What follows belongs to an exercise in optimizing a design on an open flow for small area; a production flow would make more cautious choices.
Where RTL was checked, it was by simulation tests only, not by an equivalence proof against the original.
Power figures rest on the tool's default switching activity, not on a simulated workload.

Design usbh_chan_ctl, start of the top module:
module usbh_chan_ctl (
    input  wire        clk,
    input  wire        rst,
    input  wire        cmd_valid,
    input  wire [63:0] cmd_word,
    output wire        ready,
    output reg         rsp_valid,
    output reg  [4:0]  rsp_code,
    output reg  [31:0] rsp_data,
    output wire [31:0] rsp_aux,
    input  wire        pev_valid,
    input  wire [3:0]  pev_kind,
    input  wire [2:0]  pev_ch,
    input  wire [9:0]  pev_count,
    input  wire        pev_dtog,
    input  wire        pev_flag,
    input  wire [2:0]  bd_ch,
    output wire [31:0] bd_txbd,
    output wire [31:0] bd_rxbd,
    output wire        irq,
    output wire [4:0]  fault
);
For scale: about 1800 cells after synthesis, about 230 I/O pins.
export LEC_CHECK = 0
export CAP_MARGIN = 20
export CORE_MARGIN = 2
export CORE_UTILIZATION = 60
export SLEW_MARGIN = 20
create_clock -name core_clock -period 10.0 [get_ports {clk}]
standard.sh (not shown) runs the stock make flow with config.mk's settings and CLKGATE_MAP_FILE= SYNTH_SCRIPT=/design/flow/synth_recipe.tcl, a recipe that flattens the netlist after the stock synthesis.
==> flow/flow/run.sh <==
#!/bin/bash
# Own layout flow: the standard.sh (the standard ORFS flow and synthesis
# script) with these changes:
#  - synthesis maps the combinational logic with an area-oriented ABC script
#    (flow/abc.script) and leaves adders to ABC instead of mapping them to
#    half/full-adder cells first (ADDER_MAP_FILE empty); registers are mapped
#    before ABC exactly as in the standard synthesis;
#  - the descriptor read multiplexer (module usbh_chan_ctl_bdmux) is kept
#    apart through synthesis and then replaced by an AND-OR cell netlist
#    (flow/gen_synth.sh writes it) before the design is flattened;
#  - the port buffers use the smallest buffer cell;
#  - the clock tree is built from clkbuf_8 clusters of up to 18 sinks
#    (60 um across), without dummy loads.
# make's output goes to flow_make.log here; every step's full log stays under
# orfs/logs/.
set -euo pipefail
HERE=$(cd "$(dirname "${BASH_SOURCE[0]}")" && pwd)
WORK=$(pwd)
bash "$HERE/gen_synth.sh" "$HERE" "$WORK" "$WORK"
bash standard.sh \
  "SYNTH_SCRIPT=$WORK/own_synth.tcl" \
  "SYNTH_KEEP_MODULES=usbh_chan_ctl_bdmux" \
  "ADDER_MAP_FILE=" \
  "BUFFER_PORTS_ARGS=-buffer_cell sky130_fd_sc_hd__buf_1" \
  "CTS_ARGS=-sink_clustering_enable -repair_clock_nets -buf_list sky130_fd_sc_hd__clkbuf_8 -sink_clustering_size 18 -sink_clustering_max_diameter 60 -dont_use_dummy_load" \
  finish > "$WORK/flow_make.log" 2>&1
==> flow/flow/abc.script <==
&get -n
&st
&synch2
&dch -f
&nf -p -R 1000 -F 8 -A 4
&st
&deepsyn -T 40
&dch -f
&nf -p -a -R 1000 -F 8 -A 4
&put
topo
dnsize
==> flow/flow/gen_synth.sh <==
#!/bin/bash
set -euo pipefail
HERE=$1; OUT=$2; WORK=$3
{
  echo "// usbh_chan_ctl_bdmux mapped to cells: per bit two a222oi, one a22oi and a nand3."
  echo "module usbh_chan_ctl_bdmux (d0, d1, d2, d3, d4, d5, d6, d7, hot, q);"
  echo "  input [53:0] d0, d1, d2, d3, d4, d5, d6, d7;"
  echo "  input [7:0] hot;"
  echo "  output [53:0] q;"
  echo "  wire [53:0] y0, y1, y2;"
  for i in $(seq 0 53); do
    echo "  sky130_fd_sc_hd__a222oi_1 ma_$i (.A1(hot[0]), .A2(d0[$i]), .B1(hot[1]), .B2(d1[$i]), .C1(hot[2]), .C2(d2[$i]), .Y(y0[$i]));"
    echo "  sky130_fd_sc_hd__a222oi_1 mb_$i (.A1(hot[3]), .A2(d3[$i]), .B1(hot[4]), .B2(d4[$i]), .C1(hot[5]), .C2(d5[$i]), .Y(y1[$i]));"
    echo "  sky130_fd_sc_hd__a22oi_1 mc_$i (.A1(hot[6]), .A2(d6[$i]), .B1(hot[7]), .B2(d7[$i]), .Y(y2[$i]));"
    echo "  sky130_fd_sc_hd__nand3_1 md_$i (.A(y0[$i]), .B(y1[$i]), .C(y2[$i]), .Y(q[$i]));"
  done
  echo "endmodule"
} > "$OUT/bdmux_mapped.v"
cat > "$OUT/own_synth.tcl" <<EOS
# The standard synthesis (synth_recipe.tcl), with the ABC script replaced
# and, before the final flatten, the descriptor read multiplexer (kept as its
# own module through synthesis) replaced by its hand-mapped netlist.
proc abc {args} {
  set i [lsearch -exact \$args -script]
  if { \$i >= 0 } { lset args [expr { \$i + 1 }] {$HERE/abc.script} }
  yosys abc {*}\$args
}
proc flatten {args} {
  yosys read_verilog -overwrite {$OUT/bdmux_mapped.v}
  yosys hierarchy -top \$::env(DESIGN_NAME)
  yosys flatten {*}\$args
}
source {$WORK/synth_recipe.tcl}
EOS
Next try:
--- a/flow/flow/run.sh
+++ b/flow/flow/run.sh
@@ -6,7 +6,4 @@
 #    half/full-adder cells first (ADDER_MAP_FILE empty); registers are mapped
 #    before ABC exactly as in the standard synthesis;
-#  - the descriptor read multiplexer (module usbh_chan_ctl_bdmux) is kept
-#    apart through synthesis and then replaced by an AND-OR cell netlist
-#    (flow/gen_synth.sh writes it) before the design is flattened;
 #  - the port buffers use the smallest buffer cell;
 #  - the clock tree is built from clkbuf_8 clusters of up to 18 sinks
@@ -17,8 +14,14 @@
 HERE=$(cd "$(dirname "${BASH_SOURCE[0]}")" && pwd)
 WORK=$(pwd)
-bash "$HERE/gen_synth.sh" "$HERE" "$WORK" "$WORK"
+cat > "$WORK/own_synth.tcl" <<EOS
+proc abc {args} {
+  set i [lsearch -exact \$args -script]
+  if { \$i >= 0 } { lset args [expr { \$i + 1 }] {$HERE/abc.script} }
+  yosys abc {*}\$args
+}
+source {$WORK/synth_recipe.tcl}
+EOS
 bash standard.sh \
   "SYNTH_SCRIPT=$WORK/own_synth.tcl" \
-  "SYNTH_KEEP_MODULES=usbh_chan_ctl_bdmux" \
   "ADDER_MAP_FILE=" \
   "BUFFER_PORTS_ARGS=-buffer_cell sky130_fd_sc_hd__buf_1" \
removed: flow/flow/gen_synth.sh
- clock-buffer cell count came out lower by 1
- synthesized cell count went up by 3.9%
- power stays flat
- die area rose by 0.64%
- setup slack is worse by 0.21 ns
- clock power stays flat
- wire length shrinks by 0.49%
- register-to-register slack is worse by 0.16 ns
- via count barely changes
- worst hold slack got worse by 0.022 ns
- sequential power barely changes
Next try:
==> flow/flow/run.sh (replaced) <==
#!/bin/bash
# Own layout flow: the standard.sh (the standard ORFS flow and synthesis
# script) with three changes:
#  - synthesis maps the combinational logic with an area-oriented ABC script
#    (flow/abc.script); registers are mapped before ABC, exactly as in the
#    standard synthesis;
#  - the port buffers use the smallest buffer cell;
#  - the clock tree is built from clkbuf_8 clusters of up to 18 sinks (60 um across),
#    without dummy loads.
# make's output goes to flow_make.log here; every step's full log stays under
# orfs/logs/.
set -euo pipefail
HERE=$(cd "$(dirname "${BASH_SOURCE[0]}")" && pwd)
WORK=$(pwd)
cat > "$WORK/own_synth.tcl" <<EOS
proc abc {args} {
  set i [lsearch -exact \$args -script]
  if { \$i >= 0 } { lset args [expr { \$i + 1 }] {$HERE/abc.script} }
  yosys abc {*}\$args
}
source {$WORK/synth_recipe.tcl}
EOS
bash standard.sh \
  "SYNTH_SCRIPT=$WORK/own_synth.tcl" \
  "BUFFER_PORTS_ARGS=-buffer_cell sky130_fd_sc_hd__buf_1" \
  "CTS_ARGS=-sink_clustering_enable -repair_clock_nets -buf_list sky130_fd_sc_hd__clkbuf_8 -sink_clustering_size 18 -sink_clustering_max_diameter 60 -dont_use_dummy_load" \
  finish > "$WORK/flow_make.log" 2>&1
=> Cell count came out higher by 1.7%. Worst setup slack is worse by 0.014 ns. Critical path depth grows by 1. Global-route usage is lower by 0.87 points. Area after synthesis increases by 3.1%.
Next try:
==> flow/flow/abc.script (replaced) <==
&get -n
&st
&synch2
&dch -f
&nf -p -R 1000 -F 8 -A 4
&st
&syn2
&dch -f
&nf -p -R 1000 -F 8 -A 4
&st
&synch2
&dch -f
&nf -p -a -R 1000 -F 8 -A 4
&put
topo
dnsize
After rerunning: Via count grows by 3.4%; core utilization shrinks by 0.31 points; routed wire length grows by 0.95%; sequential share of layout area shrinks by 1.3 points; total power stays flat; critical path depth grows by 5; register-to-register slack gets worse by 0.04 ns; die area grows by 2.3%; hold slack gets better by 0.0047 ns; fmax grows by 0.41%.

========
## main
usbh_chan_ctl, a different RTL version from the one above (not shown whole).
Size in the first run: roughly 2,400 cells after synthesis, roughly 720 flip-flops, about 230 I/O pins, about 0.025 mm2 of cells after synthesis.
Settings: LEC_CHECK=0, CAP_MARGIN=20, CORE_MARGIN=2, CORE_UTILIZATION=40, SLEW_MARGIN=20; clock period 10.0 ns.
==> flow/flow/run.sh <==
#!/bin/bash
# Standard layout (the standard.sh, standard synthesis) with two changes:
# the port buffers use the smallest buffer cell, and the clock tree is built
# from clkbuf_4 without dummy loads. Each step's full log stays under
# orfs/logs/; make's own output goes to flow_make.log here.
set -euo pipefail
bash standard.sh \
  "BUFFER_PORTS_ARGS=-buffer_cell sky130_fd_sc_hd__buf_1" \
  "CTS_ARGS=-sink_clustering_enable -repair_clock_nets -buf_list sky130_fd_sc_hd__clkbuf_4 -dont_use_dummy_load" \
  finish > flow_make.log 2>&1
## Diff of input files: the feature branch against main
Settings: putting CTS_BUF_LIST at sky130_fd_sc_hd__clkbuf_4 where nothing was set; putting CTS_CLUSTER_SIZE at 30 where nothing was set.
==> flow/run.sh (new file) <==
#!/bin/bash
# synth_recipe.tcl (not shown) runs the flow's synth.tcl, then flattens the netlist and writes it again
# the make line also repeats each setting of config.mk as NAME=value (left out here)
make -C /OpenROAD-flow-scripts/flow DESIGN_CONFIG=/design/flow/config.mk WORK_HOME=/design/flow/orfs CLKGATE_MAP_FILE= SYNTH_SCRIPT=/design/flow/synth_recipe.tcl finish
removed: flow/flow/run.sh
removed: flow/standard.sh
Findings:
The final layout from the feature branch, which completed every stage, passed the timing, design-rule and antenna checks at the end of the flow.
main vs the feature branch, capturing element of the worst setup path: rsp_data[11] vs ring[607]
The share of post-route cells with drive strength above 1 in the feature branch was higher than what main gave.
Taking main as the reference, in the feature branch met2 wire length increased 3.5%; net switching power rose by 15%; first-iteration detailed-routing DRC count down 2.8%; power +13%; count of plain and timing-repair buffers in the layout shows an increase of 3.8%.
The tightest slew margin relative to the limit in the feature branch sits 5.2 points above the value recorded for main.
Looking at area growth from synthesis to layout, the feature branch sits above main.
No functional check of the RTL was part of any run of this note.

static timing again, ports no longer ideal:
In the flow no input, the clock included, has a driving cell. The finished layouts below were timed again as built, in two steps.
Step 1 assumes that a clkbuf_16 drives the clock port and a buf_2 every other input.
Step 2 adds t to the input delays and takes it off the output delays; t is the mean of the earliest and latest rising clock arrival at the registers after step 1. Input paths then give back, and output paths get back, about the clock's delay inside the block.
a / b / c = no drivers / after step 1 / after step 2; a / b = the first two.
run | shift t [ns] | setup slack, ns | clock arrival spread, ns | worst data-port slew with drivers (ns)
the first run of note 1 | 0.674 | 0.966 / 0.997 / 0.323 | 0.043 / 0.043 | 0.08
the second run of note 1 | 0.679 | 0.759 / 0.787 / 0.108 | 0.069 / 0.069 | 0.08
the third run of note 1 | 0.672 | 0.745 / 0.774 / 0.102 | 0.089 / 0.089 | 0.07
the fourth run of note 1 | 0.673 | 0.783 / 0.814 / 0.141 | 0.076 / 0.075 | 0.08
main | 1.014 | 1.256 / 1.250 / 0.235 | 0.107 / 0.107 | 0.10
the feature branch | 1.061 | 1.671 / 1.690 / 0.629 | 0.086 / 0.086 | 0.07
After both steps every run listed still meets setup and hold. For the feature branch, which loses most, drivers alone change the setup slack by +0.019 ns; drivers and shift together by -1.042 ns.
